From an optimization exercise on the open Yosys and OpenROAD flow, aimed at small area, a short achievable clock period and few clock cycles; shortcuts taken in it are not production practice.
Function was checked by simulation only, so behaviour that the tests miss may differ from the original.
Power and IR drop assume default switching activity.

## flow/config.mk

```make
export PLATFORM = sky130hd
export DESIGN_NAME = dither_mono
export DESIGN_NICKNAME = dither_mono
export VERILOG_FILES = /design/flow/design.v
export SDC_FILE = /design/flow/constraint.sdc
export NUM_CORES = 4
export LEC_CHECK = 0
export CAP_MARGIN = 20
export CORE_MARGIN = 2
export CORE_UTILIZATION = 60
export CTS_CLUSTER_DIAMETER = 60
export CTS_CLUSTER_SIZE = 25
export PLACE_DENSITY = 0.7
export SLEW_MARGIN = 20
```

## flow/constraint.sdc

```tcl
create_clock -name core_clock -period 13.0 [get_ports {clk}]
set_input_delay 2.6000 -clock core_clock [delete_from_list [all_inputs] [get_ports {clk}]]
set_output_delay 2.6000 -clock core_clock [all_outputs]
set_load 0.01 [all_outputs]
```

## flow/design.v

```verilog
module dither_mono #(
    parameter W = 32
) (
    input  wire        clk,
    input  wire        rst,
    input  wire        in_valid,
    output wire        in_ready,
    input  wire [15:0] in_pixel,
    input  wire        in_sof,
    input  wire [7:0]  cfg_thr,
    input  wire        cfg_dither,
    output wire        out_valid,
    input  wire        out_ready,
    output wire [7:0]  out_byte
);
    function [5:0] q7_off(input [6:0] s);
        case (s)
        7'd0: q7_off = 6'd0;
        7'd1: q7_off = 6'd0;
        7'd2: q7_off = 6'd0;
        7'd3: q7_off = 6'd1;
        7'd4: q7_off = 6'd1;
        7'd5: q7_off = 6'd2;
        7'd6: q7_off = 6'd2;
        7'd7: q7_off = 6'd3;
        7'd8: q7_off = 6'd3;
        7'd9: q7_off = 6'd3;
        7'd10: q7_off = 6'd4;
        7'd11: q7_off = 6'd4;
        7'd12: q7_off = 6'd5;
        7'd13: q7_off = 6'd5;
        7'd14: q7_off = 6'd6;
        7'd15: q7_off = 6'd6;
        7'd16: q7_off = 6'd7;
        7'd17: q7_off = 6'd7;
        7'd18: q7_off = 6'd7;
        7'd19: q7_off = 6'd8;
        7'd20: q7_off = 6'd8;
        7'd21: q7_off = 6'd9;
        7'd22: q7_off = 6'd9;
        7'd23: q7_off = 6'd10;
        7'd24: q7_off = 6'd10;
        7'd25: q7_off = 6'd10;
        7'd26: q7_off = 6'd11;
        7'd27: q7_off = 6'd11;
        7'd28: q7_off = 6'd12;
        7'd29: q7_off = 6'd12;
        7'd30: q7_off = 6'd13;
        7'd31: q7_off = 6'd13;
        7'd32: q7_off = 6'd14;
        7'd33: q7_off = 6'd14;
        7'd34: q7_off = 6'd14;
        7'd35: q7_off = 6'd15;
        7'd36: q7_off = 6'd15;
        7'd37: q7_off = 6'd16;
        7'd38: q7_off = 6'd16;
        7'd39: q7_off = 6'd17;
        7'd40: q7_off = 6'd17;
        7'd41: q7_off = 6'd17;
        7'd42: q7_off = 6'd18;
        7'd43: q7_off = 6'd18;
        7'd44: q7_off = 6'd19;
        7'd45: q7_off = 6'd19;
        7'd46: q7_off = 6'd20;
        7'd47: q7_off = 6'd20;
        7'd48: q7_off = 6'd21;
        7'd49: q7_off = 6'd21;
        7'd50: q7_off = 6'd21;
        7'd51: q7_off = 6'd22;
        7'd52: q7_off = 6'd22;
        7'd53: q7_off = 6'd23;
        7'd54: q7_off = 6'd23;
        7'd55: q7_off = 6'd24;
        7'd56: q7_off = 6'd24;
        7'd57: q7_off = 6'd24;
        7'd58: q7_off = 6'd25;
        7'd59: q7_off = 6'd25;
        7'd60: q7_off = 6'd26;
        7'd61: q7_off = 6'd26;
        7'd62: q7_off = 6'd27;
        7'd63: q7_off = 6'd27;
        7'd64: q7_off = 6'd36;
        7'd65: q7_off = 6'd36;
        7'd66: q7_off = 6'd36;
        7'd67: q7_off = 6'd37;
        7'd68: q7_off = 6'd37;
        7'd69: q7_off = 6'd38;
        7'd70: q7_off = 6'd38;
        7'd71: q7_off = 6'd39;
        7'd72: q7_off = 6'd39;
        7'd73: q7_off = 6'd39;
        7'd74: q7_off = 6'd40;
        7'd75: q7_off = 6'd40;
        7'd76: q7_off = 6'd41;
        7'd77: q7_off = 6'd41;
        7'd78: q7_off = 6'd42;
        7'd79: q7_off = 6'd42;
        7'd80: q7_off = 6'd43;
        7'd81: q7_off = 6'd43;
        7'd82: q7_off = 6'd43;
        7'd83: q7_off = 6'd44;
        7'd84: q7_off = 6'd44;
        7'd85: q7_off = 6'd45;
        7'd86: q7_off = 6'd45;
        7'd87: q7_off = 6'd46;
        7'd88: q7_off = 6'd46;
        7'd89: q7_off = 6'd46;
        7'd90: q7_off = 6'd47;
        7'd91: q7_off = 6'd47;
        7'd92: q7_off = 6'd48;
        7'd93: q7_off = 6'd48;
        7'd94: q7_off = 6'd49;
        7'd95: q7_off = 6'd49;
        7'd96: q7_off = 6'd50;
        7'd97: q7_off = 6'd50;
        7'd98: q7_off = 6'd50;
        7'd99: q7_off = 6'd51;
        7'd100: q7_off = 6'd51;
        7'd101: q7_off = 6'd52;
        7'd102: q7_off = 6'd52;
        7'd103: q7_off = 6'd53;
        7'd104: q7_off = 6'd53;
        7'd105: q7_off = 6'd53;
        7'd106: q7_off = 6'd54;
        7'd107: q7_off = 6'd54;
        7'd108: q7_off = 6'd55;
        7'd109: q7_off = 6'd55;
        7'd110: q7_off = 6'd56;
        7'd111: q7_off = 6'd56;
        7'd112: q7_off = 6'd57;
        7'd113: q7_off = 6'd57;
        7'd114: q7_off = 6'd57;
        7'd115: q7_off = 6'd58;
        7'd116: q7_off = 6'd58;
        7'd117: q7_off = 6'd59;
        7'd118: q7_off = 6'd59;
        7'd119: q7_off = 6'd60;
        7'd120: q7_off = 6'd60;
        7'd121: q7_off = 6'd60;
        7'd122: q7_off = 6'd61;
        7'd123: q7_off = 6'd61;
        7'd124: q7_off = 6'd62;
        7'd125: q7_off = 6'd62;
        7'd126: q7_off = 6'd63;
        7'd127: q7_off = 6'd63;
        endcase
    endfunction
    function [5:0] q7_on(input [6:0] s);
        case (s)
        7'd0: q7_on = 6'd36;
        7'd1: q7_on = 6'd36;
        7'd2: q7_on = 6'd37;
        7'd3: q7_on = 6'd37;
        7'd4: q7_on = 6'd38;
        7'd5: q7_on = 6'd38;
        7'd6: q7_on = 6'd39;
        7'd7: q7_on = 6'd39;
        7'd8: q7_on = 6'd39;
        7'd9: q7_on = 6'd40;
        7'd10: q7_on = 6'd40;
        7'd11: q7_on = 6'd41;
        7'd12: q7_on = 6'd41;
        7'd13: q7_on = 6'd42;
        7'd14: q7_on = 6'd42;
        7'd15: q7_on = 6'd43;
        7'd16: q7_on = 6'd43;
        7'd17: q7_on = 6'd43;
        7'd18: q7_on = 6'd44;
        7'd19: q7_on = 6'd44;
        7'd20: q7_on = 6'd45;
        7'd21: q7_on = 6'd45;
        7'd22: q7_on = 6'd46;
        7'd23: q7_on = 6'd46;
        7'd24: q7_on = 6'd46;
        7'd25: q7_on = 6'd47;
        7'd26: q7_on = 6'd47;
        7'd27: q7_on = 6'd48;
        7'd28: q7_on = 6'd48;
        7'd29: q7_on = 6'd49;
        7'd30: q7_on = 6'd49;
        7'd31: q7_on = 6'd50;
        7'd32: q7_on = 6'd50;
        7'd33: q7_on = 6'd50;
        7'd34: q7_on = 6'd51;
        7'd35: q7_on = 6'd51;
        7'd36: q7_on = 6'd52;
        7'd37: q7_on = 6'd52;
        7'd38: q7_on = 6'd53;
        7'd39: q7_on = 6'd53;
        7'd40: q7_on = 6'd53;
        7'd41: q7_on = 6'd54;
        7'd42: q7_on = 6'd54;
        7'd43: q7_on = 6'd55;
        7'd44: q7_on = 6'd55;
        7'd45: q7_on = 6'd56;
        7'd46: q7_on = 6'd56;
        7'd47: q7_on = 6'd57;
        7'd48: q7_on = 6'd57;
        7'd49: q7_on = 6'd57;
        7'd50: q7_on = 6'd58;
        7'd51: q7_on = 6'd58;
        7'd52: q7_on = 6'd59;
        7'd53: q7_on = 6'd59;
        7'd54: q7_on = 6'd60;
        7'd55: q7_on = 6'd60;
        7'd56: q7_on = 6'd60;
        7'd57: q7_on = 6'd61;
        7'd58: q7_on = 6'd61;
        7'd59: q7_on = 6'd62;
        7'd60: q7_on = 6'd62;
        7'd61: q7_on = 6'd63;
        7'd62: q7_on = 6'd63;
        7'd63: q7_on = 6'd0;
        7'd64: q7_on = 6'd0;
        7'd65: q7_on = 6'd0;
        7'd66: q7_on = 6'd1;
        7'd67: q7_on = 6'd1;
        7'd68: q7_on = 6'd2;
        7'd69: q7_on = 6'd2;
        7'd70: q7_on = 6'd3;
        7'd71: q7_on = 6'd3;
        7'd72: q7_on = 6'd3;
        7'd73: q7_on = 6'd4;
        7'd74: q7_on = 6'd4;
        7'd75: q7_on = 6'd5;
        7'd76: q7_on = 6'd5;
        7'd77: q7_on = 6'd6;
        7'd78: q7_on = 6'd6;
        7'd79: q7_on = 6'd7;
        7'd80: q7_on = 6'd7;
        7'd81: q7_on = 6'd7;
        7'd82: q7_on = 6'd8;
        7'd83: q7_on = 6'd8;
        7'd84: q7_on = 6'd9;
        7'd85: q7_on = 6'd9;
        7'd86: q7_on = 6'd10;
        7'd87: q7_on = 6'd10;
        7'd88: q7_on = 6'd10;
        7'd89: q7_on = 6'd11;
        7'd90: q7_on = 6'd11;
        7'd91: q7_on = 6'd12;
        7'd92: q7_on = 6'd12;
        7'd93: q7_on = 6'd13;
        7'd94: q7_on = 6'd13;
        7'd95: q7_on = 6'd14;
        7'd96: q7_on = 6'd14;
        7'd97: q7_on = 6'd14;
        7'd98: q7_on = 6'd15;
        7'd99: q7_on = 6'd15;
        7'd100: q7_on = 6'd16;
        7'd101: q7_on = 6'd16;
        7'd102: q7_on = 6'd17;
        7'd103: q7_on = 6'd17;
        7'd104: q7_on = 6'd17;
        7'd105: q7_on = 6'd18;
        7'd106: q7_on = 6'd18;
        7'd107: q7_on = 6'd19;
        7'd108: q7_on = 6'd19;
        7'd109: q7_on = 6'd20;
        7'd110: q7_on = 6'd20;
        7'd111: q7_on = 6'd21;
        7'd112: q7_on = 6'd21;
        7'd113: q7_on = 6'd21;
        7'd114: q7_on = 6'd22;
        7'd115: q7_on = 6'd22;
        7'd116: q7_on = 6'd23;
        7'd117: q7_on = 6'd23;
        7'd118: q7_on = 6'd24;
        7'd119: q7_on = 6'd24;
        7'd120: q7_on = 6'd24;
        7'd121: q7_on = 6'd25;
        7'd122: q7_on = 6'd25;
        7'd123: q7_on = 6'd26;
        7'd124: q7_on = 6'd26;
        7'd125: q7_on = 6'd27;
        7'd126: q7_on = 6'd27;
        7'd127: q7_on = 6'd28;
        endcase
    endfunction
    function [5:0] q5_off(input [6:0] s);
        case (s)
        7'd0: q5_off = 6'd0;
        7'd1: q5_off = 6'd0;
        7'd2: q5_off = 6'd0;
        7'd3: q5_off = 6'd0;
        7'd4: q5_off = 6'd1;
        7'd5: q5_off = 6'd1;
        7'd6: q5_off = 6'd1;
        7'd7: q5_off = 6'd2;
        7'd8: q5_off = 6'd2;
        7'd9: q5_off = 6'd2;
        7'd10: q5_off = 6'd3;
        7'd11: q5_off = 6'd3;
        7'd12: q5_off = 6'd3;
        7'd13: q5_off = 6'd4;
        7'd14: q5_off = 6'd4;
        7'd15: q5_off = 6'd4;
        7'd16: q5_off = 6'd5;
        7'd17: q5_off = 6'd5;
        7'd18: q5_off = 6'd5;
        7'd19: q5_off = 6'd5;
        7'd20: q5_off = 6'd6;
        7'd21: q5_off = 6'd6;
        7'd22: q5_off = 6'd6;
        7'd23: q5_off = 6'd7;
        7'd24: q5_off = 6'd7;
        7'd25: q5_off = 6'd7;
        7'd26: q5_off = 6'd8;
        7'd27: q5_off = 6'd8;
        7'd28: q5_off = 6'd8;
        7'd29: q5_off = 6'd9;
        7'd30: q5_off = 6'd9;
        7'd31: q5_off = 6'd9;
        7'd32: q5_off = 6'd10;
        7'd33: q5_off = 6'd10;
        7'd34: q5_off = 6'd10;
        7'd35: q5_off = 6'd10;
        7'd36: q5_off = 6'd11;
        7'd37: q5_off = 6'd11;
        7'd38: q5_off = 6'd11;
        7'd39: q5_off = 6'd12;
        7'd40: q5_off = 6'd12;
        7'd41: q5_off = 6'd12;
        7'd42: q5_off = 6'd13;
        7'd43: q5_off = 6'd13;
        7'd44: q5_off = 6'd13;
        7'd45: q5_off = 6'd14;
        7'd46: q5_off = 6'd14;
        7'd47: q5_off = 6'd14;
        7'd48: q5_off = 6'd15;
        7'd49: q5_off = 6'd15;
        7'd50: q5_off = 6'd15;
        7'd51: q5_off = 6'd15;
        7'd52: q5_off = 6'd16;
        7'd53: q5_off = 6'd16;
        7'd54: q5_off = 6'd16;
        7'd55: q5_off = 6'd17;
        7'd56: q5_off = 6'd17;
        7'd57: q5_off = 6'd17;
        7'd58: q5_off = 6'd18;
        7'd59: q5_off = 6'd18;
        7'd60: q5_off = 6'd18;
        7'd61: q5_off = 6'd19;
        7'd62: q5_off = 6'd19;
        7'd63: q5_off = 6'd19;
        7'd64: q5_off = 6'd44;
        7'd65: q5_off = 6'd44;
        7'd66: q5_off = 6'd44;
        7'd67: q5_off = 6'd44;
        7'd68: q5_off = 6'd45;
        7'd69: q5_off = 6'd45;
        7'd70: q5_off = 6'd45;
        7'd71: q5_off = 6'd46;
        7'd72: q5_off = 6'd46;
        7'd73: q5_off = 6'd46;
        7'd74: q5_off = 6'd47;
        7'd75: q5_off = 6'd47;
        7'd76: q5_off = 6'd47;
        7'd77: q5_off = 6'd48;
        7'd78: q5_off = 6'd48;
        7'd79: q5_off = 6'd48;
        7'd80: q5_off = 6'd49;
        7'd81: q5_off = 6'd49;
        7'd82: q5_off = 6'd49;
        7'd83: q5_off = 6'd49;
        7'd84: q5_off = 6'd50;
        7'd85: q5_off = 6'd50;
        7'd86: q5_off = 6'd50;
        7'd87: q5_off = 6'd51;
        7'd88: q5_off = 6'd51;
        7'd89: q5_off = 6'd51;
        7'd90: q5_off = 6'd52;
        7'd91: q5_off = 6'd52;
        7'd92: q5_off = 6'd52;
        7'd93: q5_off = 6'd53;
        7'd94: q5_off = 6'd53;
        7'd95: q5_off = 6'd53;
        7'd96: q5_off = 6'd54;
        7'd97: q5_off = 6'd54;
        7'd98: q5_off = 6'd54;
        7'd99: q5_off = 6'd54;
        7'd100: q5_off = 6'd55;
        7'd101: q5_off = 6'd55;
        7'd102: q5_off = 6'd55;
        7'd103: q5_off = 6'd56;
        7'd104: q5_off = 6'd56;
        7'd105: q5_off = 6'd56;
        7'd106: q5_off = 6'd57;
        7'd107: q5_off = 6'd57;
        7'd108: q5_off = 6'd57;
        7'd109: q5_off = 6'd58;
        7'd110: q5_off = 6'd58;
        7'd111: q5_off = 6'd58;
        7'd112: q5_off = 6'd59;
        7'd113: q5_off = 6'd59;
        7'd114: q5_off = 6'd59;
        7'd115: q5_off = 6'd59;
        7'd116: q5_off = 6'd60;
        7'd117: q5_off = 6'd60;
        7'd118: q5_off = 6'd60;
        7'd119: q5_off = 6'd61;
        7'd120: q5_off = 6'd61;
        7'd121: q5_off = 6'd61;
        7'd122: q5_off = 6'd62;
        7'd123: q5_off = 6'd62;
        7'd124: q5_off = 6'd62;
        7'd125: q5_off = 6'd63;
        7'd126: q5_off = 6'd63;
        7'd127: q5_off = 6'd63;
        endcase
    endfunction
    function [5:0] q5_on(input [6:0] s);
        case (s)
        7'd0: q5_on = 6'd44;
        7'd1: q5_on = 6'd44;
        7'd2: q5_on = 6'd44;
        7'd3: q5_on = 6'd45;
        7'd4: q5_on = 6'd45;
        7'd5: q5_on = 6'd45;
        7'd6: q5_on = 6'd46;
        7'd7: q5_on = 6'd46;
        7'd8: q5_on = 6'd46;
        7'd9: q5_on = 6'd47;
        7'd10: q5_on = 6'd47;
        7'd11: q5_on = 6'd47;
        7'd12: q5_on = 6'd48;
        7'd13: q5_on = 6'd48;
        7'd14: q5_on = 6'd48;
        7'd15: q5_on = 6'd49;
        7'd16: q5_on = 6'd49;
        7'd17: q5_on = 6'd49;
        7'd18: q5_on = 6'd49;
        7'd19: q5_on = 6'd50;
        7'd20: q5_on = 6'd50;
        7'd21: q5_on = 6'd50;
        7'd22: q5_on = 6'd51;
        7'd23: q5_on = 6'd51;
        7'd24: q5_on = 6'd51;
        7'd25: q5_on = 6'd52;
        7'd26: q5_on = 6'd52;
        7'd27: q5_on = 6'd52;
        7'd28: q5_on = 6'd53;
        7'd29: q5_on = 6'd53;
        7'd30: q5_on = 6'd53;
        7'd31: q5_on = 6'd54;
        7'd32: q5_on = 6'd54;
        7'd33: q5_on = 6'd54;
        7'd34: q5_on = 6'd54;
        7'd35: q5_on = 6'd55;
        7'd36: q5_on = 6'd55;
        7'd37: q5_on = 6'd55;
        7'd38: q5_on = 6'd56;
        7'd39: q5_on = 6'd56;
        7'd40: q5_on = 6'd56;
        7'd41: q5_on = 6'd57;
        7'd42: q5_on = 6'd57;
        7'd43: q5_on = 6'd57;
        7'd44: q5_on = 6'd58;
        7'd45: q5_on = 6'd58;
        7'd46: q5_on = 6'd58;
        7'd47: q5_on = 6'd59;
        7'd48: q5_on = 6'd59;
        7'd49: q5_on = 6'd59;
        7'd50: q5_on = 6'd59;
        7'd51: q5_on = 6'd60;
        7'd52: q5_on = 6'd60;
        7'd53: q5_on = 6'd60;
        7'd54: q5_on = 6'd61;
        7'd55: q5_on = 6'd61;
        7'd56: q5_on = 6'd61;
        7'd57: q5_on = 6'd62;
        7'd58: q5_on = 6'd62;
        7'd59: q5_on = 6'd62;
        7'd60: q5_on = 6'd63;
        7'd61: q5_on = 6'd63;
        7'd62: q5_on = 6'd63;
        7'd63: q5_on = 6'd0;
        7'd64: q5_on = 6'd0;
        7'd65: q5_on = 6'd0;
        7'd66: q5_on = 6'd0;
        7'd67: q5_on = 6'd1;
        7'd68: q5_on = 6'd1;
        7'd69: q5_on = 6'd1;
        7'd70: q5_on = 6'd2;
        7'd71: q5_on = 6'd2;
        7'd72: q5_on = 6'd2;
        7'd73: q5_on = 6'd3;
        7'd74: q5_on = 6'd3;
        7'd75: q5_on = 6'd3;
        7'd76: q5_on = 6'd4;
        7'd77: q5_on = 6'd4;
        7'd78: q5_on = 6'd4;
        7'd79: q5_on = 6'd5;
        7'd80: q5_on = 6'd5;
        7'd81: q5_on = 6'd5;
        7'd82: q5_on = 6'd5;
        7'd83: q5_on = 6'd6;
        7'd84: q5_on = 6'd6;
        7'd85: q5_on = 6'd6;
        7'd86: q5_on = 6'd7;
        7'd87: q5_on = 6'd7;
        7'd88: q5_on = 6'd7;
        7'd89: q5_on = 6'd8;
        7'd90: q5_on = 6'd8;
        7'd91: q5_on = 6'd8;
        7'd92: q5_on = 6'd9;
        7'd93: q5_on = 6'd9;
        7'd94: q5_on = 6'd9;
        7'd95: q5_on = 6'd10;
        7'd96: q5_on = 6'd10;
        7'd97: q5_on = 6'd10;
        7'd98: q5_on = 6'd10;
        7'd99: q5_on = 6'd11;
        7'd100: q5_on = 6'd11;
        7'd101: q5_on = 6'd11;
        7'd102: q5_on = 6'd12;
        7'd103: q5_on = 6'd12;
        7'd104: q5_on = 6'd12;
        7'd105: q5_on = 6'd13;
        7'd106: q5_on = 6'd13;
        7'd107: q5_on = 6'd13;
        7'd108: q5_on = 6'd14;
        7'd109: q5_on = 6'd14;
        7'd110: q5_on = 6'd14;
        7'd111: q5_on = 6'd15;
        7'd112: q5_on = 6'd15;
        7'd113: q5_on = 6'd15;
        7'd114: q5_on = 6'd15;
        7'd115: q5_on = 6'd16;
        7'd116: q5_on = 6'd16;
        7'd117: q5_on = 6'd16;
        7'd118: q5_on = 6'd17;
        7'd119: q5_on = 6'd17;
        7'd120: q5_on = 6'd17;
        7'd121: q5_on = 6'd18;
        7'd122: q5_on = 6'd18;
        7'd123: q5_on = 6'd18;
        7'd124: q5_on = 6'd19;
        7'd125: q5_on = 6'd19;
        7'd126: q5_on = 6'd19;
        7'd127: q5_on = 6'd20;
        endcase
    endfunction
    function [4:0] q3_off(input [6:0] s);
        case (s)
        7'd0: q3_off = 5'd0;
        7'd1: q3_off = 5'd0;
        7'd2: q3_off = 5'd0;
        7'd3: q3_off = 5'd0;
        7'd4: q3_off = 5'd0;
        7'd5: q3_off = 5'd0;
        7'd6: q3_off = 5'd1;
        7'd7: q3_off = 5'd1;
        7'd8: q3_off = 5'd1;
        7'd9: q3_off = 5'd1;
        7'd10: q3_off = 5'd1;
        7'd11: q3_off = 5'd2;
        7'd12: q3_off = 5'd2;
        7'd13: q3_off = 5'd2;
        7'd14: q3_off = 5'd2;
        7'd15: q3_off = 5'd2;
        7'd16: q3_off = 5'd3;
        7'd17: q3_off = 5'd3;
        7'd18: q3_off = 5'd3;
        7'd19: q3_off = 5'd3;
        7'd20: q3_off = 5'd3;
        7'd21: q3_off = 5'd3;
        7'd22: q3_off = 5'd4;
        7'd23: q3_off = 5'd4;
        7'd24: q3_off = 5'd4;
        7'd25: q3_off = 5'd4;
        7'd26: q3_off = 5'd4;
        7'd27: q3_off = 5'd5;
        7'd28: q3_off = 5'd5;
        7'd29: q3_off = 5'd5;
        7'd30: q3_off = 5'd5;
        7'd31: q3_off = 5'd5;
        7'd32: q3_off = 5'd6;
        7'd33: q3_off = 5'd6;
        7'd34: q3_off = 5'd6;
        7'd35: q3_off = 5'd6;
        7'd36: q3_off = 5'd6;
        7'd37: q3_off = 5'd6;
        7'd38: q3_off = 5'd7;
        7'd39: q3_off = 5'd7;
        7'd40: q3_off = 5'd7;
        7'd41: q3_off = 5'd7;
        7'd42: q3_off = 5'd7;
        7'd43: q3_off = 5'd8;
        7'd44: q3_off = 5'd8;
        7'd45: q3_off = 5'd8;
        7'd46: q3_off = 5'd8;
        7'd47: q3_off = 5'd8;
        7'd48: q3_off = 5'd9;
        7'd49: q3_off = 5'd9;
        7'd50: q3_off = 5'd9;
        7'd51: q3_off = 5'd9;
        7'd52: q3_off = 5'd9;
        7'd53: q3_off = 5'd9;
        7'd54: q3_off = 5'd10;
        7'd55: q3_off = 5'd10;
        7'd56: q3_off = 5'd10;
        7'd57: q3_off = 5'd10;
        7'd58: q3_off = 5'd10;
        7'd59: q3_off = 5'd11;
        7'd60: q3_off = 5'd11;
        7'd61: q3_off = 5'd11;
        7'd62: q3_off = 5'd11;
        7'd63: q3_off = 5'd11;
        7'd64: q3_off = 5'd20;
        7'd65: q3_off = 5'd20;
        7'd66: q3_off = 5'd20;
        7'd67: q3_off = 5'd20;
        7'd68: q3_off = 5'd20;
        7'd69: q3_off = 5'd20;
        7'd70: q3_off = 5'd21;
        7'd71: q3_off = 5'd21;
        7'd72: q3_off = 5'd21;
        7'd73: q3_off = 5'd21;
        7'd74: q3_off = 5'd21;
        7'd75: q3_off = 5'd22;
        7'd76: q3_off = 5'd22;
        7'd77: q3_off = 5'd22;
        7'd78: q3_off = 5'd22;
        7'd79: q3_off = 5'd22;
        7'd80: q3_off = 5'd23;
        7'd81: q3_off = 5'd23;
        7'd82: q3_off = 5'd23;
        7'd83: q3_off = 5'd23;
        7'd84: q3_off = 5'd23;
        7'd85: q3_off = 5'd23;
        7'd86: q3_off = 5'd24;
        7'd87: q3_off = 5'd24;
        7'd88: q3_off = 5'd24;
        7'd89: q3_off = 5'd24;
        7'd90: q3_off = 5'd24;
        7'd91: q3_off = 5'd25;
        7'd92: q3_off = 5'd25;
        7'd93: q3_off = 5'd25;
        7'd94: q3_off = 5'd25;
        7'd95: q3_off = 5'd25;
        7'd96: q3_off = 5'd26;
        7'd97: q3_off = 5'd26;
        7'd98: q3_off = 5'd26;
        7'd99: q3_off = 5'd26;
        7'd100: q3_off = 5'd26;
        7'd101: q3_off = 5'd26;
        7'd102: q3_off = 5'd27;
        7'd103: q3_off = 5'd27;
        7'd104: q3_off = 5'd27;
        7'd105: q3_off = 5'd27;
        7'd106: q3_off = 5'd27;
        7'd107: q3_off = 5'd28;
        7'd108: q3_off = 5'd28;
        7'd109: q3_off = 5'd28;
        7'd110: q3_off = 5'd28;
        7'd111: q3_off = 5'd28;
        7'd112: q3_off = 5'd29;
        7'd113: q3_off = 5'd29;
        7'd114: q3_off = 5'd29;
        7'd115: q3_off = 5'd29;
        7'd116: q3_off = 5'd29;
        7'd117: q3_off = 5'd29;
        7'd118: q3_off = 5'd30;
        7'd119: q3_off = 5'd30;
        7'd120: q3_off = 5'd30;
        7'd121: q3_off = 5'd30;
        7'd122: q3_off = 5'd30;
        7'd123: q3_off = 5'd31;
        7'd124: q3_off = 5'd31;
        7'd125: q3_off = 5'd31;
        7'd126: q3_off = 5'd31;
        7'd127: q3_off = 5'd31;
        endcase
    endfunction
    function [4:0] q3_on(input [6:0] s);
        case (s)
        7'd0: q3_on = 5'd20;
        7'd1: q3_on = 5'd20;
        7'd2: q3_on = 5'd20;
        7'd3: q3_on = 5'd20;
        7'd4: q3_on = 5'd20;
        7'd5: q3_on = 5'd21;
        7'd6: q3_on = 5'd21;
        7'd7: q3_on = 5'd21;
        7'd8: q3_on = 5'd21;
        7'd9: q3_on = 5'd21;
        7'd10: q3_on = 5'd22;
        7'd11: q3_on = 5'd22;
        7'd12: q3_on = 5'd22;
        7'd13: q3_on = 5'd22;
        7'd14: q3_on = 5'd22;
        7'd15: q3_on = 5'd23;
        7'd16: q3_on = 5'd23;
        7'd17: q3_on = 5'd23;
        7'd18: q3_on = 5'd23;
        7'd19: q3_on = 5'd23;
        7'd20: q3_on = 5'd23;
        7'd21: q3_on = 5'd24;
        7'd22: q3_on = 5'd24;
        7'd23: q3_on = 5'd24;
        7'd24: q3_on = 5'd24;
        7'd25: q3_on = 5'd24;
        7'd26: q3_on = 5'd25;
        7'd27: q3_on = 5'd25;
        7'd28: q3_on = 5'd25;
        7'd29: q3_on = 5'd25;
        7'd30: q3_on = 5'd25;
        7'd31: q3_on = 5'd26;
        7'd32: q3_on = 5'd26;
        7'd33: q3_on = 5'd26;
        7'd34: q3_on = 5'd26;
        7'd35: q3_on = 5'd26;
        7'd36: q3_on = 5'd26;
        7'd37: q3_on = 5'd27;
        7'd38: q3_on = 5'd27;
        7'd39: q3_on = 5'd27;
        7'd40: q3_on = 5'd27;
        7'd41: q3_on = 5'd27;
        7'd42: q3_on = 5'd28;
        7'd43: q3_on = 5'd28;
        7'd44: q3_on = 5'd28;
        7'd45: q3_on = 5'd28;
        7'd46: q3_on = 5'd28;
        7'd47: q3_on = 5'd29;
        7'd48: q3_on = 5'd29;
        7'd49: q3_on = 5'd29;
        7'd50: q3_on = 5'd29;
        7'd51: q3_on = 5'd29;
        7'd52: q3_on = 5'd29;
        7'd53: q3_on = 5'd30;
        7'd54: q3_on = 5'd30;
        7'd55: q3_on = 5'd30;
        7'd56: q3_on = 5'd30;
        7'd57: q3_on = 5'd30;
        7'd58: q3_on = 5'd31;
        7'd59: q3_on = 5'd31;
        7'd60: q3_on = 5'd31;
        7'd61: q3_on = 5'd31;
        7'd62: q3_on = 5'd31;
        7'd63: q3_on = 5'd0;
        7'd64: q3_on = 5'd0;
        7'd65: q3_on = 5'd0;
        7'd66: q3_on = 5'd0;
        7'd67: q3_on = 5'd0;
        7'd68: q3_on = 5'd0;
        7'd69: q3_on = 5'd1;
        7'd70: q3_on = 5'd1;
        7'd71: q3_on = 5'd1;
        7'd72: q3_on = 5'd1;
        7'd73: q3_on = 5'd1;
        7'd74: q3_on = 5'd2;
        7'd75: q3_on = 5'd2;
        7'd76: q3_on = 5'd2;
        7'd77: q3_on = 5'd2;
        7'd78: q3_on = 5'd2;
        7'd79: q3_on = 5'd3;
        7'd80: q3_on = 5'd3;
        7'd81: q3_on = 5'd3;
        7'd82: q3_on = 5'd3;
        7'd83: q3_on = 5'd3;
        7'd84: q3_on = 5'd3;
        7'd85: q3_on = 5'd4;
        7'd86: q3_on = 5'd4;
        7'd87: q3_on = 5'd4;
        7'd88: q3_on = 5'd4;
        7'd89: q3_on = 5'd4;
        7'd90: q3_on = 5'd5;
        7'd91: q3_on = 5'd5;
        7'd92: q3_on = 5'd5;
        7'd93: q3_on = 5'd5;
        7'd94: q3_on = 5'd5;
        7'd95: q3_on = 5'd6;
        7'd96: q3_on = 5'd6;
        7'd97: q3_on = 5'd6;
        7'd98: q3_on = 5'd6;
        7'd99: q3_on = 5'd6;
        7'd100: q3_on = 5'd6;
        7'd101: q3_on = 5'd7;
        7'd102: q3_on = 5'd7;
        7'd103: q3_on = 5'd7;
        7'd104: q3_on = 5'd7;
        7'd105: q3_on = 5'd7;
        7'd106: q3_on = 5'd8;
        7'd107: q3_on = 5'd8;
        7'd108: q3_on = 5'd8;
        7'd109: q3_on = 5'd8;
        7'd110: q3_on = 5'd8;
        7'd111: q3_on = 5'd9;
        7'd112: q3_on = 5'd9;
        7'd113: q3_on = 5'd9;
        7'd114: q3_on = 5'd9;
        7'd115: q3_on = 5'd9;
        7'd116: q3_on = 5'd9;
        7'd117: q3_on = 5'd10;
        7'd118: q3_on = 5'd10;
        7'd119: q3_on = 5'd10;
        7'd120: q3_on = 5'd10;
        7'd121: q3_on = 5'd10;
        7'd122: q3_on = 5'd11;
        7'd123: q3_on = 5'd11;
        7'd124: q3_on = 5'd11;
        7'd125: q3_on = 5'd11;
        7'd126: q3_on = 5'd11;
        7'd127: q3_on = 5'd12;
        endcase
    endfunction
    function [3:0] q1_off(input [6:0] s);
        case (s)
        7'd0: q1_off = 4'd0;
        7'd1: q1_off = 4'd1;
        7'd2: q1_off = 4'd2;
        7'd3: q1_off = 4'd2;
        7'd4: q1_off = 4'd2;
        7'd5: q1_off = 4'd2;
        7'd6: q1_off = 4'd2;
        7'd7: q1_off = 4'd1;
        7'd8: q1_off = 4'd2;
        7'd9: q1_off = 4'd3;
        7'd10: q1_off = 4'd2;
        7'd11: q1_off = 4'd2;
        7'd12: q1_off = 4'd2;
        7'd13: q1_off = 4'd2;
        7'd14: q1_off = 4'd2;
        7'd15: q1_off = 4'd3;
        7'd16: q1_off = 4'd1;
        7'd17: q1_off = 4'd2;
        7'd18: q1_off = 4'd3;
        7'd19: q1_off = 4'd3;
        7'd20: q1_off = 4'd3;
        7'd21: q1_off = 4'd3;
        7'd22: q1_off = 4'd3;
        7'd23: q1_off = 4'd2;
        7'd24: q1_off = 4'd3;
        7'd25: q1_off = 4'd4;
        7'd26: q1_off = 4'd3;
        7'd27: q1_off = 4'd3;
        7'd28: q1_off = 4'd3;
        7'd29: q1_off = 4'd3;
        7'd30: q1_off = 4'd3;
        7'd31: q1_off = 4'd4;
        7'd32: q1_off = 4'd2;
        7'd33: q1_off = 4'd3;
        7'd34: q1_off = 4'd4;
        7'd35: q1_off = 4'd4;
        7'd36: q1_off = 4'd4;
        7'd37: q1_off = 4'd4;
        7'd38: q1_off = 4'd4;
        7'd39: q1_off = 4'd3;
        7'd40: q1_off = 4'd4;
        7'd41: q1_off = 4'd5;
        7'd42: q1_off = 4'd4;
        7'd43: q1_off = 4'd4;
        7'd44: q1_off = 4'd4;
        7'd45: q1_off = 4'd4;
        7'd46: q1_off = 4'd4;
        7'd47: q1_off = 4'd5;
        7'd48: q1_off = 4'd3;
        7'd49: q1_off = 4'd4;
        7'd50: q1_off = 4'd5;
        7'd51: q1_off = 4'd5;
        7'd52: q1_off = 4'd5;
        7'd53: q1_off = 4'd5;
        7'd54: q1_off = 4'd5;
        7'd55: q1_off = 4'd4;
        7'd56: q1_off = 4'd5;
        7'd57: q1_off = 4'd6;
        7'd58: q1_off = 4'd5;
        7'd59: q1_off = 4'd5;
        7'd60: q1_off = 4'd5;
        7'd61: q1_off = 4'd5;
        7'd62: q1_off = 4'd5;
        7'd63: q1_off = 4'd6;
        7'd64: q1_off = 4'd12;
        7'd65: q1_off = 4'd13;
        7'd66: q1_off = 4'd14;
        7'd67: q1_off = 4'd14;
        7'd68: q1_off = 4'd14;
        7'd69: q1_off = 4'd14;
        7'd70: q1_off = 4'd14;
        7'd71: q1_off = 4'd13;
        7'd72: q1_off = 4'd14;
        7'd73: q1_off = 4'd15;
        7'd74: q1_off = 4'd14;
        7'd75: q1_off = 4'd14;
        7'd76: q1_off = 4'd14;
        7'd77: q1_off = 4'd14;
        7'd78: q1_off = 4'd14;
        7'd79: q1_off = 4'd15;
        7'd80: q1_off = 4'd13;
        7'd81: q1_off = 4'd14;
        7'd82: q1_off = 4'd15;
        7'd83: q1_off = 4'd15;
        7'd84: q1_off = 4'd15;
        7'd85: q1_off = 4'd15;
        7'd86: q1_off = 4'd15;
        7'd87: q1_off = 4'd14;
        7'd88: q1_off = 4'd15;
        7'd89: q1_off = 4'd0;
        7'd90: q1_off = 4'd15;
        7'd91: q1_off = 4'd15;
        7'd92: q1_off = 4'd15;
        7'd93: q1_off = 4'd15;
        7'd94: q1_off = 4'd15;
        7'd95: q1_off = 4'd0;
        7'd96: q1_off = 4'd14;
        7'd97: q1_off = 4'd15;
        7'd98: q1_off = 4'd0;
        7'd99: q1_off = 4'd0;
        7'd100: q1_off = 4'd0;
        7'd101: q1_off = 4'd0;
        7'd102: q1_off = 4'd0;
        7'd103: q1_off = 4'd15;
        7'd104: q1_off = 4'd0;
        7'd105: q1_off = 4'd1;
        7'd106: q1_off = 4'd0;
        7'd107: q1_off = 4'd0;
        7'd108: q1_off = 4'd0;
        7'd109: q1_off = 4'd0;
        7'd110: q1_off = 4'd0;
        7'd111: q1_off = 4'd1;
        7'd112: q1_off = 4'd15;
        7'd113: q1_off = 4'd0;
        7'd114: q1_off = 4'd1;
        7'd115: q1_off = 4'd1;
        7'd116: q1_off = 4'd1;
        7'd117: q1_off = 4'd1;
        7'd118: q1_off = 4'd1;
        7'd119: q1_off = 4'd0;
        7'd120: q1_off = 4'd1;
        7'd121: q1_off = 4'd2;
        7'd122: q1_off = 4'd1;
        7'd123: q1_off = 4'd1;
        7'd124: q1_off = 4'd1;
        7'd125: q1_off = 4'd1;
        7'd126: q1_off = 4'd1;
        7'd127: q1_off = 4'd2;
        endcase
    endfunction
    function [3:0] q1_on(input [6:0] s);
        case (s)
        7'd0: q1_on = 4'd13;
        7'd1: q1_on = 4'd14;
        7'd2: q1_on = 4'd14;
        7'd3: q1_on = 4'd14;
        7'd4: q1_on = 4'd14;
        7'd5: q1_on = 4'd14;
        7'd6: q1_on = 4'd13;
        7'd7: q1_on = 4'd14;
        7'd8: q1_on = 4'd15;
        7'd9: q1_on = 4'd14;
        7'd10: q1_on = 4'd14;
        7'd11: q1_on = 4'd14;
        7'd12: q1_on = 4'd14;
        7'd13: q1_on = 4'd14;
        7'd14: q1_on = 4'd15;
        7'd15: q1_on = 4'd13;
        7'd16: q1_on = 4'd14;
        7'd17: q1_on = 4'd15;
        7'd18: q1_on = 4'd15;
        7'd19: q1_on = 4'd15;
        7'd20: q1_on = 4'd15;
        7'd21: q1_on = 4'd15;
        7'd22: q1_on = 4'd14;
        7'd23: q1_on = 4'd15;
        7'd24: q1_on = 4'd0;
        7'd25: q1_on = 4'd15;
        7'd26: q1_on = 4'd15;
        7'd27: q1_on = 4'd15;
        7'd28: q1_on = 4'd15;
        7'd29: q1_on = 4'd15;
        7'd30: q1_on = 4'd0;
        7'd31: q1_on = 4'd14;
        7'd32: q1_on = 4'd15;
        7'd33: q1_on = 4'd0;
        7'd34: q1_on = 4'd0;
        7'd35: q1_on = 4'd0;
        7'd36: q1_on = 4'd0;
        7'd37: q1_on = 4'd0;
        7'd38: q1_on = 4'd15;
        7'd39: q1_on = 4'd0;
        7'd40: q1_on = 4'd1;
        7'd41: q1_on = 4'd0;
        7'd42: q1_on = 4'd0;
        7'd43: q1_on = 4'd0;
        7'd44: q1_on = 4'd0;
        7'd45: q1_on = 4'd0;
        7'd46: q1_on = 4'd1;
        7'd47: q1_on = 4'd15;
        7'd48: q1_on = 4'd0;
        7'd49: q1_on = 4'd1;
        7'd50: q1_on = 4'd1;
        7'd51: q1_on = 4'd1;
        7'd52: q1_on = 4'd1;
        7'd53: q1_on = 4'd1;
        7'd54: q1_on = 4'd0;
        7'd55: q1_on = 4'd1;
        7'd56: q1_on = 4'd2;
        7'd57: q1_on = 4'd1;
        7'd58: q1_on = 4'd1;
        7'd59: q1_on = 4'd1;
        7'd60: q1_on = 4'd1;
        7'd61: q1_on = 4'd1;
        7'd62: q1_on = 4'd2;
        7'd63: q1_on = 4'd0;
        7'd64: q1_on = 4'd1;
        7'd65: q1_on = 4'd2;
        7'd66: q1_on = 4'd2;
        7'd67: q1_on = 4'd2;
        7'd68: q1_on = 4'd2;
        7'd69: q1_on = 4'd2;
        7'd70: q1_on = 4'd1;
        7'd71: q1_on = 4'd2;
        7'd72: q1_on = 4'd3;
        7'd73: q1_on = 4'd2;
        7'd74: q1_on = 4'd2;
        7'd75: q1_on = 4'd2;
        7'd76: q1_on = 4'd2;
        7'd77: q1_on = 4'd2;
        7'd78: q1_on = 4'd3;
        7'd79: q1_on = 4'd1;
        7'd80: q1_on = 4'd2;
        7'd81: q1_on = 4'd3;
        7'd82: q1_on = 4'd3;
        7'd83: q1_on = 4'd3;
        7'd84: q1_on = 4'd3;
        7'd85: q1_on = 4'd3;
        7'd86: q1_on = 4'd2;
        7'd87: q1_on = 4'd3;
        7'd88: q1_on = 4'd4;
        7'd89: q1_on = 4'd3;
        7'd90: q1_on = 4'd3;
        7'd91: q1_on = 4'd3;
        7'd92: q1_on = 4'd3;
        7'd93: q1_on = 4'd3;
        7'd94: q1_on = 4'd4;
        7'd95: q1_on = 4'd2;
        7'd96: q1_on = 4'd3;
        7'd97: q1_on = 4'd4;
        7'd98: q1_on = 4'd4;
        7'd99: q1_on = 4'd4;
        7'd100: q1_on = 4'd4;
        7'd101: q1_on = 4'd4;
        7'd102: q1_on = 4'd3;
        7'd103: q1_on = 4'd4;
        7'd104: q1_on = 4'd5;
        7'd105: q1_on = 4'd4;
        7'd106: q1_on = 4'd4;
        7'd107: q1_on = 4'd4;
        7'd108: q1_on = 4'd4;
        7'd109: q1_on = 4'd4;
        7'd110: q1_on = 4'd5;
        7'd111: q1_on = 4'd3;
        7'd112: q1_on = 4'd4;
        7'd113: q1_on = 4'd5;
        7'd114: q1_on = 4'd5;
        7'd115: q1_on = 4'd5;
        7'd116: q1_on = 4'd5;
        7'd117: q1_on = 4'd5;
        7'd118: q1_on = 4'd4;
        7'd119: q1_on = 4'd5;
        7'd120: q1_on = 4'd6;
        7'd121: q1_on = 4'd5;
        7'd122: q1_on = 4'd5;
        7'd123: q1_on = 4'd5;
        7'd124: q1_on = 4'd5;
        7'd125: q1_on = 4'd5;
        7'd126: q1_on = 4'd6;
        7'd127: q1_on = 4'd4;
        endcase
    endfunction
    function [7:0] ks8(input [7:0] a, input [7:0] b);
        reg [7:0] p, g, pp, gg;
        integer   i, d;
        begin
            p  = a ^ b;
            g  = a & b;
            pp = p;
            gg = g;
            for (d = 1; d < 8; d = d * 2)
                for (i = 7; i >= d; i = i - 1) begin
                    gg[i] = gg[i] | (pp[i] & gg[i-d]);
                    pp[i] = pp[i] & pp[i-d];
                end
            ks8 = p ^ {gg[6:0], 1'b0};
        end
    endfunction
    function gtu8(input [7:0] a, input [7:0] b);
        reg     g, e;
        integer i;
        begin
            g = 1'b0;
            e = 1'b1;
            for (i = 7; i >= 0; i = i - 1) begin
                g = g | (e & a[i] & ~b[i]);
                e = e & (a[i] | ~b[i]) & (~a[i] | b[i]);
            end
            gtu8 = g;
        end
    endfunction
    function [5:0] intensity(input [15:0] p);
        reg [5:0] a, b, c;
        reg       ab, cb, ac;
        begin
            a  = {p[4:0], 1'b0};
            b  = p[10:5];
            c  = {p[15:11], 1'b0};
            ab = gtu8({2'b00, a}, {2'b00, b});
            cb = gtu8({2'b00, c}, {2'b00, b});
            ac = gtu8({3'b000, p[4:0]}, {3'b000, p[15:11]});
            if (ac)
                intensity = ab ? a : b;
            else
                intensity = cb ? c : b;
        end
    endfunction
    wire       f1_go, f2_go, x_go;
    wire       pb_wr;
    wire       g_valid_n, fr_valid_n, x_sure_n;
    wire              a_we;
    wire [4:0]        a_wpos;
    wire signed [6:0] a_wdata;
    reg        in_ready_r;
    reg        iv;
    reg [15:0] ipix;
    reg        isof, idith;
    reg [5:0]  ithr;
    wire acc_in = in_valid & in_ready_r;
    assign in_ready = in_ready_r;
    always @(posedge clk) begin
        if (~iv | pb_wr) begin
            ipix  <= in_pixel;
            isof  <= in_sof;
            ithr  <= cfg_thr[7:2];
            idith <= cfg_dither;
        end
    end
    reg [5:0]  pb [0:31];
    reg [5:0]  cnt;           
    reg [5:0]  cr;            
    reg [4:0]  wx;            
    reg        w_wdir;        
    reg        w_rdir;        
    reg        w_odd, w_first, w_dith;
    reg [5:0]  w_t6;
    reg [4:0]  rk;            
    assign     pb_wr    = iv & (~cnt[5] | f1_go);
    wire       w_new    = (wx == 5'd0);
    wire       wdir_eff = w_new ? w_rdir : w_wdir;
    wire [4:0] wp       = wx ^ {5{wdir_eff}};
    wire       iv_n     = acc_in | (iv & ~pb_wr);
    wire       w_row    = pb_wr & w_new;
    wire       w_odd_n  = w_row ? (~isof & ~w_odd) : w_odd;
    wire       w_first_n = w_row ? isof : w_first;
    wire       w_dith_n = (w_row & isof) ? idith : w_dith;
    wire [5:0] w_t6_n   = (w_row & isof) ? ithr : w_t6;
    wire       w_rdir_n = (w_row & ~isof) ? (w_rdir ^ ~w_odd) : w_rdir;
    wire [5:0] cnt_n    = cnt + {5'd0, pb_wr} - {5'd0, f1_go};
    wire       full_n   = (cnt[5] & (pb_wr | ~f1_go)) | ((cnt == 6'd31) & pb_wr & ~f1_go);
    wire       f1_sure_n = ~g_valid_n | ~fr_valid_n | x_sure_n;
    always @(posedge clk) begin
        if (pb_wr)
            pb[wp] <= intensity(ipix);
    end
    always @(posedge clk) begin
        if (rst) begin
            in_ready_r <= 1'b1;
            iv         <= 1'b0;
            cnt        <= 6'd0;
            cr         <= 6'd0;
            wx         <= 5'd0;
            w_rdir     <= 1'b0;
            w_wdir     <= 1'b0;
            w_odd      <= 1'b1;
        end else begin
            in_ready_r <= ~iv_n | ~full_n | f1_sure_n;
            iv         <= iv_n;
            cnt        <= cnt_n;
            cr         <= cr + {5'd0, pb_wr} - {(f1_go & (rk == 5'd31)), 5'd0};
            if (pb_wr)
                wx <= wx + 5'd1;
            if (w_row)
                w_wdir <= w_rdir;
            w_odd   <= w_odd_n;
            w_first <= w_first_n;
            w_dith  <= w_dith_n;
            w_t6    <= w_t6_n;
            w_rdir  <= w_rdir_n;
        end
    end
    reg        rs;            
    reg        r_odd, r_zero, r_dith, r_rdir;
    reg [5:0]  r_t6;
    reg [4:0]  rp_r, fx_r;    
    wire       rs_n   = f1_go ? (rk == 5'd31) : rs;
    wire       f_odd  = r_odd;
    wire       f_zero = r_zero;
    wire       f_dith = r_dith;
    wire [5:0] f_t6   = r_t6;
    wire [4:0] rp     = rp_r;
    wire [4:0] fx     = fx_r;
    wire       avail  = f_odd ? cr[5] : (cnt != 6'd0);
    reg signed [6:0]  el [0:31];   
    wire [5:0]        v      = pb[rp];
    wire signed [6:0] el_rd  = (a_we && a_wpos == fx) ? a_wdata : el[fx];
    reg               g_valid;
    reg [5:0]         g_v;
    reg signed [6:0]  g_tv;        
    reg signed [6:0]  g_el;
    reg [4:0]         g_x;
    reg               g_rs, g_last, g_zero, g_dith, g_odd;
    assign f1_go     = avail & (~g_valid | f2_go);
    assign g_valid_n = f1_go | (g_valid & ~f2_go);
    always @(posedge clk) begin
        if (rst) begin
            rk      <= 5'd0;
            rs      <= 1'b1;
            g_valid <= 1'b0;
        end else begin
            if (f1_go)
                rk <= rk + 5'd1;
            rs <= rs_n;
            if (rs_n) begin
                r_odd  <= w_odd_n;
                r_zero <= w_first_n | ~w_dith_n;
                r_dith <= w_dith_n;
                r_rdir <= w_rdir_n;
                r_t6   <= w_t6_n;
                rp_r   <= {5{w_rdir_n}};
                fx_r   <= {5{w_odd_n}};
            end else if (f1_go) begin
                rp_r <= r_rdir ? rp_r - 5'd1 : rp_r + 5'd1;
                fx_r <= r_odd  ? fx_r - 5'd1 : fx_r + 5'd1;
            end
            g_valid <= g_valid_n;
        end
        if (f1_go) begin
            g_v    <= v;
            g_tv   <= ~ks8({2'b11, ~f_t6}, {2'b00, v});    
            g_el   <= el_rd;
            g_x    <= fx;
            g_rs   <= rs;
            g_last <= (rk == 5'd31);
            g_zero <= f_zero;
            g_dith <= f_dith;
            g_odd  <= f_odd;
        end else if (a_we && a_wpos == g_x) begin
            g_el   <= a_wdata;
        end
    end
    reg               fr_valid;
    reg [6:0]         fr_b0;      
    reg signed [7:0]  fr_t;       
    reg               fr_dith, fr_odd, fr_last, fr_rs;
    reg [4:0]         fr_x;
    reg signed [5:0]  accA;        
    reg signed [3:0]  accB;        
    wire signed [5:0] accA_n;
    wire signed [3:0] accB_n;
    wire              caseA = fr_valid;
    wire signed [6:0] err0  = caseA ? {{3{accB_n[3]}}, accB_n} : {accA_n[5], accA_n};
    wire signed [6:0] errl  = (a_we && a_wpos == g_x) ? a_wdata : g_el;
    wire signed [6:0] err   = g_zero ? 7'sd0 : (g_rs ? err0 : errl);
    wire signed [7:0] base  = ks8({2'b00, g_v}, {err[6], err});
    assign f2_go      = g_valid & (~fr_valid | x_go);
    assign fr_valid_n = f2_go | (fr_valid & ~x_go);
    always @(posedge clk) begin
        if (rst)
            fr_valid <= 1'b0;
        else
            fr_valid <= fr_valid_n;
        if (f2_go) begin
            fr_b0   <= base[6:0];
            fr_t    <= ~ks8(~{g_tv[6], g_tv}, {err[6], err});    
            fr_dith <= g_dith;
            fr_odd  <= g_odd;
            fr_last <= g_last;
            fr_rs   <= g_rs;
            fr_x    <= g_x;
        end
    end
    reg signed [5:0]  carry;
    wire [7:0]        s0w  = ks8({1'b0, fr_b0}, {{2{carry[5]}}, carry});
    wire [6:0]        s0   = s0w[6:0];
    wire              on   = gtu8({~carry[5], {2{carry[5]}}, carry[4:0]}, {~fr_t[7], fr_t[6:0]});
    wire [5:0]        q7   = on ? q7_on(s0) : q7_off(s0);
    wire [5:0]        q5   = on ? q5_on(s0) : q5_off(s0);
    wire              sel_q5 = g_valid & ~g_zero;
    reg  [31:0] dec;
    reg  [3:0]  pend;
    reg  [1:0]  nb;
    reg         ov;
    reg  [7:0]  ob;
    reg         pxg_r;        
    reg         nbx_r;        
    wire        cap       = ~ov & pend[nb];
    wire [1:0]  xg        = fr_x[4:3];
    wire        dec_block = pxg_r & (ov | ~nbx_r);
    wire        bdone     = fr_odd ? (fr_x[2:0] == 3'd0) : (fr_x[2:0] == 3'd7);
    wire [3:0]  pend_n    = (pend & ~(cap ? (4'd1 << nb) : 4'd0))
                          | ((x_go & bdone) ? (4'd1 << xg) : 4'd0);
    wire [1:0]  xg_n      = f2_go ? g_x[4:3] : xg;
    assign x_go = fr_valid & ~dec_block;
    assign x_sure_n = ~pend_n[xg_n] | (~(cap | ov) & (nb + {1'b0, cap} == xg_n));
    reg               er_valid, er_rs;
    reg [4:0]         er_wpos;
    reg signed [4:0]  er_q3;
    reg signed [5:0]  er_q5;
    reg signed [3:0]  er_q1;
    always @(posedge clk) begin
        if (rst) begin
            carry    <= 6'sd0;
            er_valid <= 1'b0;
            pend     <= 4'd0;
            pxg_r    <= 1'b0;
            nbx_r    <= 1'b0;
            nb       <= 2'd0;
            ov       <= 1'b0;
        end else begin
            if (x_go) begin
                if (fr_last | ~fr_dith)
                    carry <= (fr_last & sel_q5) ? q5 : 6'sd0;
                else
                    carry <= q7;
            end
            er_valid <= x_go;
            pend <= pend_n;
            pxg_r <= pend_n[xg_n];
            nbx_r <= (nb + {1'b0, cap} == xg_n);
            if (cap)
                nb <= nb + 2'd1;
            ov <= cap | (ov & ~out_ready);
        end
        if (x_go) begin
            dec[fr_x] <= on;
            er_rs     <= fr_rs;
            er_wpos   <= fr_odd ? fr_x + 5'd1 : fr_x - 5'd1;
            er_q3     <= on ? q3_on(s0) : q3_off(s0);
            er_q5     <= q5;
            er_q1     <= on ? q1_on(s0) : q1_off(s0);
        end
        if (cap)
            ob <= dec[nb*8 +: 8];
    end
    assign out_valid = ov;
    assign out_byte  = ob;
    assign a_we    = er_valid & ~er_rs;
    assign a_wpos  = er_wpos;
    wire [7:0] a_sum3 = ks8({{2{accA[5]}}, accA}, {{3{er_q3[4]}}, er_q3});
    wire [7:0] a_sum5 = ks8({{4{accB[3]}}, accB}, {{2{er_q5[5]}}, er_q5});
    assign a_wdata = a_sum3[6:0];
    assign accA_n  = er_valid ? (er_rs ? er_q5 : a_sum5[5:0]) : accA;
    assign accB_n  = er_valid ? er_q1 : accB;
    always @(posedge clk) begin
        accA <= accA_n;
        accB <= accB_n;
        if (a_we)
            el[a_wpos] <= a_wdata;
    end
endmodule
```

## flow/flow/run.sh

```bash
#!/bin/bash
# The standard layout, with every port buffered by a buf_4 instead of the
# default port buffer, and timing repair aiming for more setup slack than
# the clock period needs.
set -euo pipefail
export BUFFER_PORTS_ARGS="-buffer_cell sky130_fd_sc_hd__buf_4"
export SETUP_SLACK_MARGIN=9.3
bash standard.sh finish > flow_make.log 2>&1
```

## flow/standard.sh

```bash
#!/bin/bash
# synth_recipe.tcl (not shown) runs the flow's synth.tcl, then flattens the netlist and writes it again
# the make line also repeats each setting of config.mk as NAME=value (left out here)
make -C /OpenROAD-flow-scripts/flow DESIGN_CONFIG=/design/flow/config.mk WORK_HOME=/design/flow/orfs CLKGATE_MAP_FILE= SYNTH_SCRIPT=/design/flow/synth_recipe.tcl "${@:-finish}"
```

==> impl_results.md, run 1 <==
* Outcome: no timing/DRC/antenna violations
* Number of max-cap violations at 0
* Starting density of the core at 60.6%
* Drt first pass iters at 6
* Final min period at 3.69 ns
* Routed via count at 16856
* Pint at 5.06 mW
* Net count, final at 2156
* Final setup vio count at 0
* Clock latency at the later pin of the worst-skew pair at 0.59 ns
* DR top layer: met4
* Fin worst setup slack at 9.31 ns
* Initial antenna violation count at 0
* Register share of total power at 39.5%
* Pre-CTS WS at 8.55 ns
* Number of global-route vias before repair at 16459
* # hold bufs at CTS at 0
* Ratio of cells with drive above 1 in the final layout at 20.1%
* Final ANT Viol Nets at 0
* Arrival @ worst endpoint at 1.09 ns
* Clk sinks at 648
* Leak Pwr at 11.2 nW
* All-Layer GR Usage at 24.5%
* Finished Layout Cells at 2719
* Max Buffers Root-to-Sink at 3
* Design Area, Final at 32600 sq um
* Initial DRC count at 1882
* Unrepaired setup endpoints after global routing: yes
* Min-Delay Path Class: flop to flop
* Port-buffer cells at 37
* DR WL met3 at 3800 um
* Register area at 18700 sq um
* Tot Pwr at 8.02 mW
* Grt total ovfl at 0
* Slew HR at 33.5%
* Post-DP HPWL at 38900 um
* Filler cells at 3385
* Hold Vio Cnt, Final at 0
* WL met1 at 25600 um
* Mean post-synth cell area at 14.9 sq um
* PwrDens at 246 nW/um^2
* Buf+Inv Stages, Crit Path at 1
* Std cell rows at 81
* Number of I/O pins at 40
* CTS root buffer: clkbuf_16
* Synth cell types at 89
* Logic pwr share at 43.6%
* Met2 WL at 31000 um
* Fmax at 271 MHz
* CTS tree: built
* Critical setup path kind: flop to output port
* Flops & latches, synth at 648
* Layout area overhead at 10.3%
* Sequential fraction of the synthesis area at 63.4%
* Chip height at 226 um
* Worst vdd rail ir drop at 0.000151 V
* Crit path max-delay family: flip-flops
* Placed Cells at 2612
* Die area at 51100 sq um
* Mapped Cells at 1978
* Total routed wirelength at 62000 um
* Dpl cell area at 30600 sq um
* Core area at 48700 sq um
* Post-route DRC at 0
* Synth async-reset ratio at 0%
* CTS buffer count at 40
* Die W at 226 um
* Routed WL per cell at 22.8 um
* Worst-path fanout max at 1
* Vias/cell at 6.20
* Slowest cell on crit path: edfxtp_1
* Setup TNS Final at 0 ns
* Final cycle utilization of the critical path at 28.4%
* Final Skew at 0.0199 ns
* Worst-Margin Slew at 0.991 ns
* Switching Fraction at 36.9%
* Pin count of the biggest net entering global routing at 61
* Data required, critical path at 10.40 ns
* Number of synthesized flops with an enable pin at 575
* Clock-pin slew on the worst setup and hold paths at 0.08 ns
* Critical Path Sink Type: output port
* Crit start category: flop
* Worst stage delay on the critical path at 0.39 ns
* Area of the multi-input gates at 10300 sq um
* Max Slew Vio Count at 0
* Synthesized Nets at 2106
* First-pass GRT wire length at 94300 um
* Synth Flop Type: edfxtp_1
* Ant diodes at 0
* CP cell instances: buf_6
* Placer Congestion at 0.868
* Clock power frac at 17.0%
* CTS H-tree depth at 2
* Switching power at 2.96 mW
* Synth Cell Area at 29600 sq um
* Synth Warn # at 1
[path summary, 6_finish.rpt]
check | endpoint | startpoint | depth (start not counted) | slack [ns]
hold / removal | er_rs | fr_rs | 0 | 0.42
setup / recovery | out_byte[7] | ob[7] | 1 | 9.31
setup reg to reg | g_tv[6] | flop | 11 | 9.44
hold reg to reg | er_rs | fr_rs | 0 | 0.42
[logic make-up (layout without fill, tap and decap cells)]
kind of cell               Yosys count  after routing  share of synthesized area [%]
muxes                              206            207                           13.0
DFF                                648            648                           63.4
xor gates and xnor gates            80             80                           2.45
AOI/OAI and AO/OA                  311            313                           7.00
buffers and inverters              192            266                           2.66
and+or+nand+nor                    433            433                           6.78
adders and majority gates          108            108                           4.74
[state kept, by name (all words and copies together) (netlist names), 7 cells and up, named ones only]
signal / cells
el: 224
pb: 192
dec: 32
ipix: 16
fr_t: 8
ob: 8
fr_b0: 7
g_el: 7
g_tv: 7
[synthesized netlist by cell type, types with 6 or more instances]
cell type,instances,area [sq um]
nand4_1,6,37.5
nor3_1,28,140
nand2b_1,8,50.1
o21ai_1,6,30.0
xnor2_1,53,464
nor2_1,175,657
fa_1,10,200
nand3_1,22,110
o22ai_1,6,37.5
a22oi_1,10,75.1
o211ai_1,7,52.6
mux2i_1,32,320
maj3_1,9,90.1
buf_1,11,41.3
and2_1,10,62.6
buf_2,19,95.1
or3_1,8,50.1
mux2_2,35,394
clkbuf_1,57,214
o21bai_1,12,90.1
a21oi_1,97,485
edfxtp_1,575,17300
ha_1,88,1100
a21o_1,21,158
a31oi_1,19,119
nor2b_1,25,156
a22o_1,22,193
and3_1,9,56.3
mux4_2,139,3130
xor2_1,24,210
o21ai_0,43,215
dfxtp_1,73,1460
nand2_1,107,402
inv_1,95,357
a211oi_1,14,105
[power groups by stage]
stage | logic [mW] | registers [mW] | clock network (mW)
after CTS | 3.23 | 3.17 | 1.39
final | 3.49 | 3.16 | 1.36
after floorplan | 2.37 | 3.07 | 0
after global placement | 3.06 | 3.22 | 0
after global routing | 3.79 | 3.20 | 1.45
after detailed placement | 3.14 | 3.23 | 0
[placed cells by master (no fill, tap or decap), types with 9 or more instances in the layout]
master and n:
xnor2_1 49, mux2i_1 31, a21o_1 21, edfxtp_1 575
nand3_1 22, xor2_1 23, maj3_1 9, inv_1 94
mux4_2 139, a211oi_1 9, and2_1 10, nor2_1 170
a21oi_1 87, o21bai_1 12, o21ai_0 43, nor2b_1 23
and3_1 9, a22oi_1 10, buf_6 12, nand2_1 107
a31oi_1 19, dfxtp_1 66, mux2_2 35, a21oi_2 10
buf_4 71, nor3_1 27, ha_1 87, a22o_1 22
clkbuf_16 44
[per-stage QoR]
stage,util (%),hold slack [ns]
5_1_grt,66.9,0.444
2_1_floorplan,-,0.400
3_3_place_gp,62.7,0.403
4_1_cts,65.8,0.426
6_report,66.9,0.424
3_5_place_dp,62.7,0.407
[layout make-up]
cell class                      instances  area share, %
Timing Repair Buffer                   98           2.99
Tap cell                              664           2.55
Inverter                               98           1.15
Clock inverter                         26          0.933
Timing Repair inverter                  1         0.0154
Sequential cell                       648           57.5
Multi-Input combinational cell       1141           31.7
Clock buffer                           43           3.17
[routing by layer]
layer  vias up  track usage [%]
met4         0             7.22
met3        92             2.91
met2       596             40.7
met5         -                0
met1      8493             34.5
li1       7675                -
[what timing repair did]
item / 4_1_cts / 5_1_grt
endpoints found under the hold margin: 0 / 0
gates cloned: 3 / 4
pin swaps: 5 / 7
setup endpoints to repair: 169 / 173
setup buffers: 5 / 26
resized for setup: 25 / 46
Testbench counts, summed over its fixed seeds: cycles 20,640.
==> inputs of run 2 (changes only) <==
--- a/flow/config.mk
+++ b/flow/config.mk
@@ -7,8 +7,8 @@
 export LEC_CHECK = 0
 export CAP_MARGIN = 20
 export CORE_MARGIN = 2
-export CORE_UTILIZATION = 60
+export CORE_UTILIZATION = 70
 export CTS_CLUSTER_DIAMETER = 60
 export CTS_CLUSTER_SIZE = 25
-export PLACE_DENSITY = 0.7
+export PLACE_DENSITY = 0.8
 export SLEW_MARGIN = 20
==> impl_results.md, run 2 <==
* Worst vdd rail ir drop at 0.000213 V
* Hold path depth at 0
* Net count, final at 2136
* Critical setup path kind: flop to output port
* CTS buffer count at 39
* Fin worst setup slack at 9.29 ns
* Max Slew Vio Count at 0
* Ratio of cells with drive above 1 in the final layout at 19.0%
* Pin count of the biggest net entering global routing at 60
* Unrepaired setup endpoints after global routing: yes
* Synth Flop Type: edfxtp_1
* Clk sinks at 648
* Setup TNS Final at 0 ns
* Flops & latches, synth at 648
* Crit path max-delay family: flip-flops
* Commonest non-fill, non-tap cell in the layout: edfxtp_1
* Synth area leader: edfxtp_1
* Grt total ovfl at 0
* Drt first pass iters at 5
* Placer Congestion at 0.901
* Initial antenna violation count at 0
* Synth Warn # at 1
* Chip height at 209 um
* Fmax at 269 MHz
* Crit start category: flop
* Starting density of the core at 70.6%
* Outcome: no timing/DRC/antenna violations
* Post-synth top area share at 58.4%
* CTS root buffer: clkbuf_16
* Most frequent cells after synthesis: edfxtp_1 (575), nor2_1 (175), mux4_2 (139)
* Routed WL per cell at 24.1 um
* Ant diodes at 0
* Synthesized Nets at 2106
* Number of max-cap violations at 0
* Worst-Margin Slew at 1.09 ns
* Sequential fraction of the synthesis area at 63.4%
* Design Area, Final at 32100 sq um
* Final ANT Viol Nets at 0
* Max FFs per register at 224
* Hold WS at 0.420 ns
* Mean post-synth cell area at 14.9 sq um
* Initial DRC count at 1894
* Pre-CTS WS at 8.63 ns
* Regs by FF count: el (224), pb (192), dec (32)
* Min-Delay Path Class: flop to flop
* Final cycle utilization of the critical path at 28.6%
* Die area at 43900 sq um
* Port-buffer cells at 37
* Critical Path Sink Type: output port
* Post-route DRC at 0
* Arrival @ worst endpoint at 1.11 ns
* Final min period at 3.71 ns
* Worst hold start: fr_rs
* Final setup vio count at 0
* Total routed wirelength at 62000 um
* Synth Cell Area at 29600 sq um
* Data required, critical path at 10.40 ns
* FF-to-FF setup slack at 9.41 ns
* Number of I/O pins at 40
* PwrDens at 244 nW/um^2
* Routed via count at 16946
* Buf+Inv Stages, Crit Path at 1
* Clock latency at the later pin of the worst-skew pair at 0.60 ns
* Finished Core Util at 76.8%
* Hold EP: er_rs
* Placed Cells at 2488
* Slew HR at 26.9%
* Synth async-reset ratio at 0%
* Die W at 209 um
* All-Layer GR Usage at 28.9%
* Finished Layout Cells at 2573
* Number of synthesized flops with an enable pin at 575
* Max Buffers Root-to-Sink at 3
* Layout area overhead at 8.68%
* First-pass GRT wire length at 96100 um
* Worst-path fanout max at 1
* Count leader, synth: edfxtp_1
* Reg-to-reg critical path startpoint: er_q3[0]
* CP cell instances: buf_6
* R2r endpoint: fr_t[7]
* Leak Pwr at 11.1 nW
* # hold bufs at CTS at 0
* Synth area leaders: edfxtp_1 (58%), mux4_2 (11%), dfxtp_1 (4.9%)
* Core area at 41900 sq um
* Dpl cell area at 30400 sq um
* CTS H-tree depth at 2
* Std cell rows at 75
* Vias/cell at 6.59
* CTS tree: built
* Mapped Cells at 1978
* Post-DP HPWL at 39200 um
* Commonest cells after routing, fill and taps aside: edfxtp_1 (575), nor2_1 (173), mux4_2 (139)
* R2R cell count at 14
* Slowest cell on crit path: edfxtp_1
* Hold Vio Cnt, Final at 0
* Final Skew at 0.0340 ns
* Clock-pin slew on the worst setup and hold paths at 0.09 ns
* Largest Register: el
* Worst stage delay on the critical path at 0.40 ns
* Number of global-route vias before repair at 16966
* Tot Pwr at 7.82 mW
* Synth cell types at 89
run 2: cell types whose count changed in the layout (fill, tap and decap cells not counted), sizes merged:
cell,change
a211oi,-2
bufbuf,+1
inv,+1
buf,-16
bufinv,-1
clkinvlp,-4
run 2: layer usage:
layer	routed length, um	vias to the layer above	GRT usage, %
li1	-	7624	-
met1	24400	8550	39.4
met2	31700	665	49.8
met3	4200	107	4.17
met4	1630	0	7.63
met5	0	-	0
run 2: worst register-to-register path, stage by stage, from the launching register on:
cell and delay [ns]:
edfxtp_1 0.46, ha_4 0.20, fa_1 0.43, a21o_1 0.19
a21oi_2 0.22, xnor2_2 0.16, buf_12 0.22, mux2i_1 0.11
or2_2 0.30, a21oi_2 0.22, ha_1 0.31, a21oi_2 0.19
nor2b_1 0.09, nor4_2 0.16, a21oi_1 0.06
run 2: logic make-up (layout without fill, tap and decap cells):
| group | Yosys count | after routing | share of synthesized area, % |
|---|---|---|---|
| AO/OA/AOI/OAI | 311 | 311 | 7.00 |
| XOR/XNOR | 80 | 80 | 2.45 |
| multiplexers | 206 | 207 | 13.0 |
| adder cells (fa/ha/maj) | 108 | 108 | 4.74 |
| AND/OR/NAND/NOR | 433 | 433 | 6.78 |
| buffers and inverters | 192 | 247 | 2.66 |
| flip-flops | 648 | 648 | 63.4 |
run 2: cell type report:
type / instances / area, sq um
clock buffers: 45 / 1040
fillers: 2417 / 9730
clock inverters: 22 / 278
repair inverters: 1 / 5.00
inverters: 98 / 372
multi-input cells: 1139 / 10200
repair buffers: 81 / 762
well taps: 539 / 674
flip-flops and latches: 648 / 18700
run 2: timing repair:
| action | 4_1_cts | 5_1_grt |
|---|---|---|
| setup endpoints to repair | 185 | 20 |
| cloned | 2 | 1 |
| gates resized for setup | 36 | 19 |
| setup buffers | 4 | 11 |
| pin swaps | 1 | 0 |
run 2: where the power goes:
| group | internal [mW] | leakage [nW] | switching [mW] |
|---|---|---|---|
| registers | 2.93 | 5.87 | 0.211 |
| logic | 1.40 | 4.62 | 1.94 |
| clock network | 0.631 | 0.637 | 0.710 |
run 2: how the worst max path moves through the flow:
stage / startpoint / to / slack [ns] / depth (start not counted)
2_1_floorplan: ipix[0] / pb[0][1] / 9.16 / 8
3_3_place_gp: flop / g_tv[6] / 8.69 / 11
4_1_cts: flop / g_tv[6] / 9.22 / 11
3_5_place_dp: flop / g_tv[6] / 8.63 / 11
6_report: ob[5] / out_byte[5] / 9.29 / 1
5_1_grt: ob[5] / out_byte[5] / 9.24 / 1

## afterwards: timing with drivers on the ports
The results above use ideal ports. As a check the final layouts listed here were re-extracted and re-timed, cells and wires unchanged. Step 1 assumes that a clkbuf_16 drives the clock port and a buf_2 every other input. Step 2 adds t to the input delays and takes it off the output delays; t is the mean of the earliest and latest rising clock arrival at the registers after step 1. Input paths then give back, and output paths get back, about the clock's delay inside the block. Three values: ideal, step 1, step 2; two values: the first two.
run	t (ns)	setup slack, ns	worst register clock-pin slew, ns	cell pins on the clock port's net
run 1	0.629	9.307 / 9.251 / 8.910	0.09 / 0.09	1
run 2	0.638	9.287 / 9.228 / 8.896	0.10 / 0.10	1
After both steps setup and hold are still met in every run listed. The setup slack of run 1, which loses most, moves by -0.056 ns with the drivers and by -0.397 ns with both steps.
